This is an optimization exercise on Yosys and OpenROAD, whose aim is small area, not a production implementation. Function was checked by simulation only, so behaviour that the tests miss may differ from the original. Power is estimated from default activity; no workload was simulated.

## run.sh

```bash
#!/bin/bash
# synth_recipe.tcl (not shown) runs the flow's synth.tcl, then flattens the netlist and writes it again
# the make line also repeats each setting of config.mk as NAME=value (left out here)
make -C /OpenROAD-flow-scripts/flow DESIGN_CONFIG=/design/flow/config.mk WORK_HOME=/design/flow/orfs CLKGATE_MAP_FILE= SYNTH_SCRIPT=/design/flow/synth_recipe.tcl finish
```

## config.mk

```make
export PLATFORM = sky130hd
export DESIGN_NAME = minible_transport
export DESIGN_NICKNAME = minible_transport
export VERILOG_FILES = /design/flow/design.v
export SDC_FILE = /design/flow/constraint.sdc
export NUM_CORES = 4
export LEC_CHECK = 0
export CAP_MARGIN = 20
export CORE_MARGIN = 2
export CORE_UTILIZATION = 40
export SLEW_MARGIN = 20
```

## constraint.sdc

```tcl
create_clock -name core_clock -period 10.0 [get_ports {clk}]
set_input_delay 2.0000 -clock core_clock [delete_from_list [all_inputs] [get_ports {clk}]]
set_output_delay 2.0000 -clock core_clock [all_outputs]
set_load 0.01 [all_outputs]
```

## design.v

```verilog
module minible_transport (
    input  wire        clk,
    input  wire        rst,
    input  wire        req_valid,
    input  wire [31:0] req_word,
    output wire        req_ready,
    output reg         resp_valid,
    output reg  [2:0]  resp_kind,
    output reg  [15:0] resp_type,
    output reg  [15:0] resp_len,
    input  wire        host_rd_en,
    input  wire        host_rd_buf,       
    input  wire [4:0]  host_rd_addr,
    output reg  [7:0]  host_rd_data,
    input  wire        host_wr_en,
    input  wire [4:0]  host_wr_addr,
    input  wire [7:0]  host_wr_data,
    input  wire        rx_valid,
    input  wire [7:0]  rx_byte,
    input  wire        rx_complete,
    input  wire        ghost_fire,
    input  wire        ghost_drop,
    input  wire [15:0] idle_rem,
    output wire        tx_valid,
    output wire [7:0]  tx_byte,
    input  wire        tx_ready,
    output wire [15:0] trstatus,
    output wire [7:0]  trfault,
    output wire [15:0] rx_landed_view,
    output wire [15:0] disp_type,
    output wire [15:0] disp_len,
    output wire [1:0]  disp_rmode
);
    localparam integer F = 32;
    localparam [15:0] F16 = 16'd32;
    localparam [15:0] N16 = F16 - 16'd8;
    localparam integer TYPE_OFF  = 0;
    localparam integer LEN1_OFF  = 2;
    localparam integer LEN2_OFF  = F - 4;
    localparam integer VALID_OFF = F - 2;
    localparam [1:0] RX_IDLE = 2'd0, RX_ACTIVE = 2'd1, RX_DPEND = 2'd2, RX_DONE = 2'd3;
    localparam [1:0] OP_NONE = 2'd0, OP_ACP = 2'd1, OP_WAIT = 2'd2;
    localparam [1:0] HS_IDLE = 2'd0, HS_ARMED = 2'd1, HS_REQ_SENT = 2'd2, HS_WAIT = 2'd3;
    localparam [2:0] K_DONE = 3'd0, K_NO_MSG = 3'd1, K_DISPATCHED = 3'd2, K_DROP_INVALID = 3'd3,
                     K_DROP_COMPLETED = 3'd4, K_DROP_OVERLEN = 3'd5, K_HS_MATCH = 3'd6;
    localparam [3:0] FLT_NONE = 4'd0, FLT_ILLEGAL = 4'd1, FLT_SEQUENCE = 4'd2, FLT_NOT_ARMED = 4'd3,
                     FLT_REM_RANGE = 4'd4, FLT_RX_OVERRUN = 4'd5, FLT_UNINIT = 4'd6,
                     FLT_TX_BUSY = 4'd7, FLT_BAD_TX = 4'd8;
    reg [F*8-1:0] rxbuf_q, txbuf_q, stage_q;
    reg [F-1:0]   rxw_q;               
    reg [1:0]     rx_state_q;
    reg [5:0]     rx_landed_q;
    reg           done_flag_q, rx_ghost_q;
    reg           tx_busy_q;
    reg [5:0]     tx_sent_q;
    reg           answered_q, armed_q;
    reg [1:0]     busy_op_q;
    reg [15:0]    wait_exp_q;
    reg           phase_q;             
    reg [15:0]    d_type_q, d_len_q;
    reg [1:0]     d_rmode_q;
    reg           d_rearm_q;
    reg [1:0]     hs_state_q;
    reg [3:0]     fault_q;
    reg [F*8-1:0] rxbuf, txbuf, stage;
    reg [F-1:0]   rxw;
    reg [1:0]     rx_state;
    reg [5:0]     rx_landed;
    reg           done_flag, rx_ghost;
    reg           tx_busy;
    reg [5:0]     tx_sent;
    reg           answered, armed;
    reg [1:0]     busy_op;
    reg [15:0]    wait_exp;
    reg           phase;
    reg [15:0]    d_type, d_len;
    reg [1:0]     d_rmode;
    reg           d_rearm;
    reg [1:0]     hs_state;
    reg [3:0]     fault;
    reg           rsp_v;
    reg [2:0]     rsp_k;
    reg [15:0]    rsp_t, rsp_l;
    reg [7:0]     rd_data;
    wire [3:0]  opsel = req_word[3:0];
    wire [1:0]  mod   = req_word[9:8];
    wire [15:0] arg16 = req_word[31:16];
    wire        req_fire = req_valid && req_ready;
    reg         illegal;
    always @* begin
        illegal = 1'b0;
        if (opsel == 4'h0 || opsel >= 4'h8) illegal = 1'b1;
        if (req_word[7:4] != 4'd0 || req_word[15:10] != 6'd0) illegal = 1'b1;
        if ((opsel == 4'h1 || opsel == 4'h3 || opsel == 4'h4 || opsel == 4'h5 || opsel == 4'h6) && mod != 2'd0)
            illegal = 1'b1;
        if (opsel == 4'h2 && mod == 2'd3) illegal = 1'b1;
        if (opsel == 4'h7 && mod[1]) illegal = 1'b1;
        if (opsel == 4'h7 && !mod[0] && arg16 != 16'd0) illegal = 1'b1;
        if ((opsel == 4'h1 || opsel == 4'h2 || opsel == 4'h3 || opsel == 4'h4 || opsel == 4'h6) && arg16 != 16'd0)
            illegal = 1'b1;
    end
    wire [15:0] rx_type  = {rxbuf_q[(TYPE_OFF+1)*8 +: 8],  rxbuf_q[TYPE_OFF*8 +: 8]};
    wire [15:0] rx_len1  = {rxbuf_q[(LEN1_OFF+1)*8 +: 8],  rxbuf_q[LEN1_OFF*8 +: 8]};
    wire [15:0] rx_len2  = {rxbuf_q[(LEN2_OFF+1)*8 +: 8],  rxbuf_q[LEN2_OFF*8 +: 8]};
    wire [15:0] rx_valid_fld = {rxbuf_q[(VALID_OFF+1)*8 +: 8], rxbuf_q[VALID_OFF*8 +: 8]};
    wire ok_type  = rxw_q[TYPE_OFF]  && rxw_q[TYPE_OFF+1];
    wire ok_len1  = rxw_q[LEN1_OFF]  && rxw_q[LEN1_OFF+1];
    wire ok_len2  = rxw_q[LEN2_OFF]  && rxw_q[LEN2_OFF+1];
    wire ok_valid = rxw_q[VALID_OFF] && rxw_q[VALID_OFF+1];
    reg [15:0] st_len1, st_len2, st_valid;
    reg [15:0] rem, arrived, L;
    reg        deal, rearm, dropped, quiet;
    always @* begin
        rxbuf = rxbuf_q;  txbuf = txbuf_q;  stage = stage_q;  rxw = rxw_q;
        rx_state = rx_state_q;  rx_landed = rx_landed_q;
        done_flag = done_flag_q;  rx_ghost = rx_ghost_q;
        tx_busy = tx_busy_q;  tx_sent = tx_sent_q;
        answered = answered_q;  armed = armed_q;
        busy_op = busy_op_q;  wait_exp = wait_exp_q;
        phase = phase_q;  d_type = d_type_q;  d_len = d_len_q;
        d_rmode = d_rmode_q;  d_rearm = d_rearm_q;
        hs_state = hs_state_q;  fault = fault_q;
        rsp_v = 1'b0;  rsp_k = K_DONE;  rsp_t = 16'd0;  rsp_l = 16'd0;
        rd_data = host_rd_data;
        st_len1 = 16'd0;  st_len2 = 16'd0;  st_valid = 16'd0;
        rem = 16'd0;  arrived = 16'd0;  L = 16'd0;
        deal = 1'b0;  rearm = 1'b0;  dropped = 1'b0;
        quiet = 1'b0;
        if (fault == FLT_NONE) begin
            if (tx_busy && tx_ready) begin
                tx_sent = tx_sent + 6'd1;
                if (tx_sent == 6'd32) tx_busy = 1'b0;
            end
            if (host_rd_en) begin
                if (host_rd_buf) begin
                    rd_data = stage[host_rd_addr*8 +: 8];
                end else if (!rxw[host_rd_addr]) begin
                    fault = FLT_UNINIT;
                end else begin
                    rd_data = rxbuf[host_rd_addr*8 +: 8];
                end
            end
            if (fault == FLT_NONE && host_wr_en)
                stage[host_wr_addr*8 +: 8] = host_wr_data;
        end
        if (fault == FLT_NONE) begin
            if (req_fire) begin
                if (illegal) begin
                    fault = FLT_ILLEGAL;
                end else begin
                    case (opsel)
                    4'h1: begin  
                        if (rx_state == RX_DPEND) rx_ghost = 1'b1;
                        rx_state = RX_ACTIVE;  rx_landed = 6'd0;  armed = 1'b1;
                        answered = 1'b0;
                        rsp_v = 1'b1;  rsp_k = K_DONE;
                    end
                    4'h2: begin  
                        if (phase) begin
                            fault = FLT_SEQUENCE;
                        end else if (!armed) begin
                            fault = FLT_NOT_ARMED;
                        end else begin
                            if (rx_state == RX_ACTIVE || rx_state == RX_DPEND)
                                rem = F16 - {10'd0, rx_landed};
                            else
                                rem = idle_rem;
                            if (rem > F16) begin
                                fault = FLT_REM_RANGE;
                            end else begin
                                arrived = F16 - rem;
                                if (arrived >= 16'd4 && !answered) begin
                                    if (done_flag) begin
                                        done_flag = 1'b0;
                                        rearm = 1'b1;
                                        if (!ok_len1) begin
                                            fault = FLT_UNINIT;
                                        end else if (rx_len1 != 16'd0) begin
                                            L = rx_len1;  deal = 1'b1;
                                        end else if (!ok_valid) begin
                                            fault = FLT_UNINIT;
                                        end else if (rx_valid_fld != 16'd0) begin
                                            if (!ok_len2) fault = FLT_UNINIT;
                                            else begin L = rx_len2;  deal = 1'b1; end
                                        end else begin
                                            dropped = 1'b1;
                                            rsp_k = K_DROP_INVALID;
                                            if (rx_state == RX_DPEND) rx_ghost = 1'b1;
                                            rx_state = RX_ACTIVE;  rx_landed = 6'd0;  armed = 1'b1;
                                            answered = 1'b0;
                                        end
                                    end else begin
                                        if (!ok_len1) begin
                                            fault = FLT_UNINIT;
                                        end else if (rx_len1 != 16'd0 && {1'b0, arrived} >= {1'b0, rx_len1} + 17'd4) begin
                                            answered = 1'b1;
                                            L = rx_len1;  deal = 1'b1;
                                        end
                                    end
                                end else begin
                                    if (done_flag) begin
                                        done_flag = 1'b0;
                                        rearm = 1'b1;
                                        if (!answered) begin
                                            if (!ok_valid) fault = FLT_UNINIT;
                                            else if (rx_valid_fld != 16'd0) begin
                                                if (!ok_len2) fault = FLT_UNINIT;
                                                else begin L = rx_len2;  deal = 1'b1; end
                                            end
                                        end
                                        if (fault == FLT_NONE) begin
                                            if (!deal) begin
                                                dropped = 1'b1;
                                                rsp_k = K_DROP_COMPLETED;
                                                if (rx_state == RX_DPEND) rx_ghost = 1'b1;
                                                rx_state = RX_ACTIVE;  rx_landed = 6'd0;  armed = 1'b1;
                                            end
                                            answered = 1'b0;
                                        end
                                    end
                                end
                                if (fault == FLT_NONE) begin
                                    if (deal) begin
                                        if (L > N16) begin
                                            rsp_k = K_DROP_OVERLEN;  rsp_l = L;
                                        end else if (!ok_type) begin
                                            fault = FLT_UNINIT;
                                        end else begin
                                            phase = 1'b1;
                                            d_type = rx_type;  d_len = L;
                                            d_rmode = mod;  d_rearm = rearm;
                                            rsp_k = K_DISPATCHED;  rsp_t = rx_type;  rsp_l = L;
                                        end
                                    end else if (!dropped) begin
                                        rsp_k = K_NO_MSG;
                                    end
                                    if (fault == FLT_NONE) rsp_v = 1'b1;
                                end
                            end
                        end
                    end
                    4'h3: begin  
                        st_len1  = {stage[(LEN1_OFF+1)*8 +: 8],  stage[LEN1_OFF*8 +: 8]};
                        st_len2  = {stage[(LEN2_OFF+1)*8 +: 8],  stage[LEN2_OFF*8 +: 8]};
                        st_valid = {stage[(VALID_OFF+1)*8 +: 8], stage[VALID_OFF*8 +: 8]};
                        if (tx_busy) begin
                            fault = FLT_TX_BUSY;
                        end else if (!(st_len1 == st_len2 && st_valid != 16'd0 && st_len1 <= N16)) begin
                            fault = FLT_BAD_TX;
                        end else begin
                            txbuf = stage;
                            tx_busy = 1'b1;  tx_sent = 6'd0;
                            if (hs_state == HS_ARMED) hs_state = HS_REQ_SENT;
                            rsp_v = 1'b1;  rsp_k = K_DONE;
                        end
                    end
                    4'h4: begin  
                        busy_op = OP_ACP;
                    end
                    4'h5: begin  
                        if (!armed) begin
                            fault = FLT_NOT_ARMED;
                        end else begin
                            hs_state = HS_WAIT;
                            busy_op = OP_WAIT;
                            wait_exp = arg16;
                        end
                    end
                    4'h6: begin  
                        if (rx_state == RX_DPEND) rx_ghost = 1'b1;
                        rx_state = RX_IDLE;
                        rsp_v = 1'b1;  rsp_k = K_DONE;
                    end
                    4'h7: begin  
                        if (!phase) begin
                            fault = FLT_SEQUENCE;
                        end else if (mod[0] && tx_busy) begin
                            fault = FLT_TX_BUSY;
                        end else if (mod[0] && arg16 > N16) begin
                            fault = FLT_BAD_TX;
                        end else begin
                            if (d_rearm) begin
                                if (rx_state == RX_DPEND) rx_ghost = 1'b1;
                                rx_state = RX_ACTIVE;  rx_landed = 6'd0;  armed = 1'b1;
                                answered = 1'b0;
                            end
                            if (mod[0]) begin
                                stage[TYPE_OFF*8 +: 16]  = d_type;
                                stage[LEN1_OFF*8 +: 16]  = arg16;
                                stage[LEN2_OFF*8 +: 16]  = arg16;
                                stage[VALID_OFF*8 +: 16] = 16'h0001;
                                txbuf = stage;
                                tx_busy = 1'b1;  tx_sent = 6'd0;
                            end
                            phase = 1'b0;
                            rsp_v = 1'b1;  rsp_k = K_DONE;
                        end
                    end
                    default: ;
                    endcase
                end
            end
            if (fault == FLT_NONE && busy_op == OP_ACP) begin
                quiet = !(rx_state == RX_ACTIVE && rx_landed != 6'd0) && rx_state != RX_DPEND
                        && !rx_ghost && !tx_busy;
                if (quiet) begin
                    rx_state = RX_ACTIVE;  rx_landed = 6'd0;  armed = 1'b1;
                    done_flag = 1'b0;  answered = 1'b0;
                    busy_op = OP_NONE;
                    hs_state = HS_ARMED;
                    rsp_v = 1'b1;  rsp_k = K_DONE;
                end
            end
            if (fault == FLT_NONE && busy_op == OP_WAIT && done_flag) begin
                done_flag = 1'b0;
                deal = 1'b0;
                if (!ok_len1) begin
                    fault = FLT_UNINIT;
                end else if (rx_len1 != 16'd0) begin
                    L = rx_len1;  deal = 1'b1;
                end else if (!ok_valid) begin
                    fault = FLT_UNINIT;
                end else if (rx_valid_fld != 16'd0) begin
                    if (!ok_len2) fault = FLT_UNINIT;
                    else begin L = rx_len2;  deal = 1'b1; end
                end
                if (fault == FLT_NONE) begin
                    if (!ok_type) begin
                        fault = FLT_UNINIT;
                    end else if (deal && L <= N16 && rx_type == wait_exp) begin
                        answered = 1'b0;
                        if (phase) d_rearm = 1'b1;
                        hs_state = HS_IDLE;
                        busy_op = OP_NONE;
                        rsp_v = 1'b1;  rsp_k = K_HS_MATCH;  rsp_t = rx_type;  rsp_l = L;
                    end else begin
                        if (rx_state == RX_DPEND) rx_ghost = 1'b1;
                        rx_state = RX_ACTIVE;  rx_landed = 6'd0;  armed = 1'b1;
                        answered = 1'b0;
                    end
                end
            end
        end
        if (fault == FLT_NONE && rx_valid) begin
            if (rx_state == RX_ACTIVE) begin
                rxbuf[rx_landed[4:0]*8 +: 8] = rx_byte;
                rxw[rx_landed[4:0]] = 1'b1;
                rx_landed = rx_landed + 6'd1;
                if (rx_landed == 6'd32) rx_state = RX_DPEND;
            end else begin
                fault = FLT_RX_OVERRUN;
            end
        end
        if (fault == FLT_NONE && rx_complete && rx_state == RX_DPEND) begin
            done_flag = 1'b1;
            rx_state = RX_DONE;
        end
        if (fault == FLT_NONE && rx_ghost) begin
            if (ghost_fire) begin
                done_flag = 1'b1;  rx_ghost = 1'b0;
            end else if (ghost_drop) begin
                rx_ghost = 1'b0;
            end
        end
        if (fault != FLT_NONE) rsp_v = 1'b0;
    end
    always @(posedge clk) begin
        rxbuf_q <= rxbuf;
        txbuf_q <= txbuf;
        stage_q <= stage;
        wait_exp_q <= wait_exp;
        d_type_q <= d_type;
        d_len_q <= d_len;
        d_rmode_q <= d_rmode;
        host_rd_data <= rd_data;
        resp_kind <= rsp_k;
        resp_type <= rsp_t;
        resp_len <= rsp_l;
        if (rst) begin
            rxw_q <= {F{1'b0}};
            rx_state_q <= RX_IDLE;
            rx_landed_q <= 6'd0;
            done_flag_q <= 1'b0;
            rx_ghost_q <= 1'b0;
            tx_busy_q <= 1'b0;
            tx_sent_q <= 6'd0;
            answered_q <= 1'b0;
            armed_q <= 1'b0;
            busy_op_q <= OP_NONE;
            phase_q <= 1'b0;
            d_rearm_q <= 1'b0;
            hs_state_q <= HS_IDLE;
            fault_q <= FLT_NONE;
            resp_valid <= 1'b0;
        end else begin
            rxw_q <= rxw;
            rx_state_q <= rx_state;
            rx_landed_q <= rx_landed;
            done_flag_q <= done_flag;
            rx_ghost_q <= rx_ghost;
            tx_busy_q <= tx_busy;
            tx_sent_q <= tx_sent;
            answered_q <= answered;
            armed_q <= armed;
            busy_op_q <= busy_op;
            phase_q <= phase;
            d_rearm_q <= d_rearm;
            hs_state_q <= hs_state;
            fault_q <= fault;
            resp_valid <= rsp_v;
        end
    end
    assign req_ready = (busy_op_q == OP_NONE) && (fault_q == FLT_NONE);
    assign tx_valid  = tx_busy_q && (fault_q == FLT_NONE);
    assign tx_byte   = txbuf_q[tx_sent_q[4:0]*8 +: 8];
    assign trstatus = {2'b00,
                       fault_q != FLT_NONE,
                       armed_q,
                       busy_op_q,
                       hs_state_q,
                       tx_busy_q,
                       phase_q && d_rearm_q,
                       phase_q,
                       answered_q,
                       rx_ghost_q,
                       done_flag_q,
                       rx_state_q};
    assign trfault        = {4'd0, fault_q};
    assign rx_landed_view = {10'd0, rx_landed_q};
    assign disp_type      = d_type_q;
    assign disp_len       = d_len_q;
    assign disp_rmode     = d_rmode_q;
endmodule
```

==> run summary <==
[cell usage in the layout, fill, tap and decap left out, types with 103 or more instances in the layout]
master	instances
nor2_1	310
mux2_2	271
o21ai_0	143
edfxtp_1	570
mux2i_1	118
nand2_1	233
a21oi_1	183
mux4_2	204
dfxtp_1	350
clkdlybuf4s50_1	181
buf_4	103
[flip-flops by register name (all words and copies together) (netlist names), 3 cells and up]
signal,cells
d_type_q,16
txbuf_q,256
rx_landed_q,6
d_len_q,16
fault_q,4
resp_kind,3
resp_type,16
rxbuf_q,256
host_rd_data,8
stage_q,256
resp_len,16
rxw_q,32
wait_exp_q,16
tx_sent_q,6
[Yosys cell counts, types with 41 or more instances]
cell	instances
mux2i_1	120
mux4_2	204
nor2_1	314
nand2_1	235
edfxtp_1	570
a21oi_1	183
o21ai_0	143
clkbuf_1	182
nand3_1	45
mux2_2	271
inv_1	54
mux2_1	100
nor2b_1	59
nand2b_1	41
nor3_1	75
dfxtp_1	353
nor4_1	41
[layer usage]
layer  vias to the layer above  wire [um]
met5                         -         79
met3                       337      14750
li1                      14344          -
met1                     16953      66320
met4                        14       6277
met2                      1742      71920
[worst paths after layout]
check        cells after the start  slack (ns)          end
max                             32        0.52  rxbuf_q[44]
min                              1        0.47     rxw_q[8]
max reg2reg                     34        0.59  rxbuf_q[44]
min reg2reg                      1        0.47     rxw_q[8]
[power breakdown]
group          internal, mW  switching [mW]
Clock                  2.07            1.65
Sequential             4.71           0.382
Combinational         0.996            1.36
Total                  7.78            3.39
[kinds of logic after synthesis]
group	after synthesis	synth area share
other	1	0.00008209
buffers and inverters	327	0.03013
AND/OR/NAND/NOR	1009	0.1124
flip-flops	923	0.5294
AO/OA/AOI/OAI	596	0.08460
multiplexers	720	0.2265
XOR/XNOR	48	0.009203
adder cells (fa/ha/maj)	28	0.007669
[worst max-delay path, delay by kind of cell]
kind,cells,cell delay (ns)
AND/OR/NAND/NOR,15,3.87
AO/OA/AOI/OAI,8,1.86
XOR/XNOR,1,0.18
buffers and inverters,4,0.86
multiplexers,1,0.38
adder cells (fa/ha/maj),3,0.76
[final cells by class]
| type | instances | area [um^2] |
|---|---|---|
| sequential | 923 | 24190 |
| clock buffer | 129 | 2713 |
| inverter | 61 | 234.0 |
| antenna | 5 | 12.51 |
| multi-input combinational | 2417 | 20330 |
| clock inverter | 63 | 580.6 |
| fill | 10179 | 60250 |
| timing repair buffer | 304 | 2773 |
| tap | 1500 | 1877 |
[stage by stage]
| step | util | hold slack, ns | area, um^2 | setup slack (ns) | TNS (ns) |
|---|---|---|---|---|---|
| floorplan | - | 0.4315 | 45850 | -3.776 | -986.70 |
| global placement | 0.4371 | 0.4421 | 49380 | 0.1716 | 0 |
| detailed placement | 0.4371 | 0.4536 | 49380 | -0.05597 | -0.6704 |
| CTS | 0.4663 | 0.4668 | 52670 | 0.6601 | 0 |
| global route | 0.4665 | 0.4878 | 52690 | 0.01801 | 0 |
| finish | 0.4666 | 0.4679 | 52710 | 0.5222 | 0 |
==> summary.md <==
| Metric | Value |
|---|---|
| Synthesized area | 0.04568 mm^2 |
| Row count | around 120 |
| CTS sink cnt | 923 |
| Worst path max stage delay | slightly below 0.7 ns |
| CTS H-tree depth | 3 |
| PortBufs | 196 |
| Hold Crit Start | rxw_q[8] |
| Layout Cells excl Fill | 5402 |
| Std-Cell Core Area | approximately 0.11 mm^2 |
| Sequential area share after synthesis | 0.5294 |
| DR vias | ~33000 |
| Top_reg_cell synth | edfxtp_1 |
| Status | complete, no violations |
| DR vias/cell | 6.181 |
| Resize count post-CTS | 0 |
| Clk root buf | clkbuf_16 |
| Total Routed Length | 159.3 mm |
| RSZ-0062 raised after global routing | no |
| Total congestion overflow | 0 |
| PD cells | about 210 mW/mm^2 |
| Mapped Cells | ~3700 |
| Area contributors post-synth | edfxtp_1 (37%), dfxtp_1 (15%), mux4_2 (10%) |
| Met3 GRT Util | 0.05742 |
| Area delta synth->final | 15.38% |
| Total Power | around 11 mW |
| Cell taking the most area after synthesis | edfxtp_1 |
| Placer Congestion | 0.9664 |
| # Post-CTS Setup Buffers | 0 |
| Final #Nets | slightly below 4000 |
| Placed Cells incl. Taps | 5203 |
| Max cap viols | 0 |
| CP required | 10.45 ns |
| Dpl hpwl | between 100 and 150 mm |
| GRT Util Overall | 0.2680 |
| Routing usage on met1 | 0.3705 |
| Die X-Extent | roughly 340 um |
| CP Max Fanout | 9 |
| Crit end category | flip-flop |
| CTS clk-pin slew, worst paths | 0.06 ns |
| Count of antenna-violating nets left after detailed routing | 0 |
| Iteration count of the initial detailed-routing pass | 8 |
| Worst Setup SP | idle_rem[1] |
| Grt peak-use layer | met2 |
| Synth unique cells | 99 |
| Period minus WS final | ~9.5 ns |
| Leak | 18.16 nW |
| Seq cells post-synth | 923 |
| Tightest Pin Transition | 1.176 ns |
| Met2 usage | 0.4155 |
| Ys async rst share | 0 |
| Hold_buf cts | 0 |
| Average routed wire per standard cell | roughly 29 um |
| Drt first-iter violations | 3976 |
| CP max-delay cell | or4_1 |
| Critical Path AT | 9.93 ns |
| Final setup viols | 0 |
| R2r startpoint | rx_state_q[0] |
| CTS Buf Count | 101 |
| Largest net degree at the start of global routing | 110 |
| Layout cells sized above 1 | 0.2212 |
| Die height | ~340 um |
| Final critical-path share of the clock period | 0.9478 |
| Ys Warns | 1 |
| Max VDD drop | 0.0001329 V |
| Die area | 0.1169 mm^2 |
| Relative slew slack | 0.2160 |
| Deepest clock path buffer count | 3 |
| Worst setup path category | in -> reg |
| Post-synth EDFFs | between 500 and 600 |
| CP Launch Type | input pin |
| Final Hold Fails | 0 |
| Vias in the first global route | 31731 |
| Avg Synthesized Cell Area | 12.51 um^2 |
| Clock latency (worst-skew pair) | 0.73 ns |
| CTS tree | built |
| Min-delay worst type | reg -> reg |
| First-pass GRT wire length | 228.4 mm |
| Share of the synthesized area in the top cell type | 0.3747 |
| Max Clk Rate | roughly 110 MHz |
| Residual DRC | 0 |
| Fin. max-slew vios | 0 |
| Final setup skew | about 0.06 ns |
| Top-Level Pins | 213 |
| Initial antenna violation count | 21 |
| Initial core utilization | 0.4044 |

-- separate check: timing with driven ports --
Ports are ideal in the flow. The routed layout listed here was re-timed in OpenROAD.
Step 1, drivers: a clkbuf_16 drives clk and a buf_2 each remaining input, both assumed.
Step 2, shift: input delay + t, output delay - t, t = (earliest + latest rising clock arrival at the registers) / 2. This alone moves slack from input paths to output paths.
a / b / c = no drivers / after step 1 / after step 2; a / b = the first two.
shift t [ns]: 0.774
slack for setup (ns): 0.522 / 0.572 / -0.202
worst setup path at the end: input to register
slew at the worst register clock pin (ns): 0.07 / 0.07
worst data-port slew with drivers (ns): 0.19
Met with ideal ports but missed after step 2: setup timing in this run. For this run, drivers alone change the setup slack by +0.050 ns; drivers and shift together by -0.724 ns.
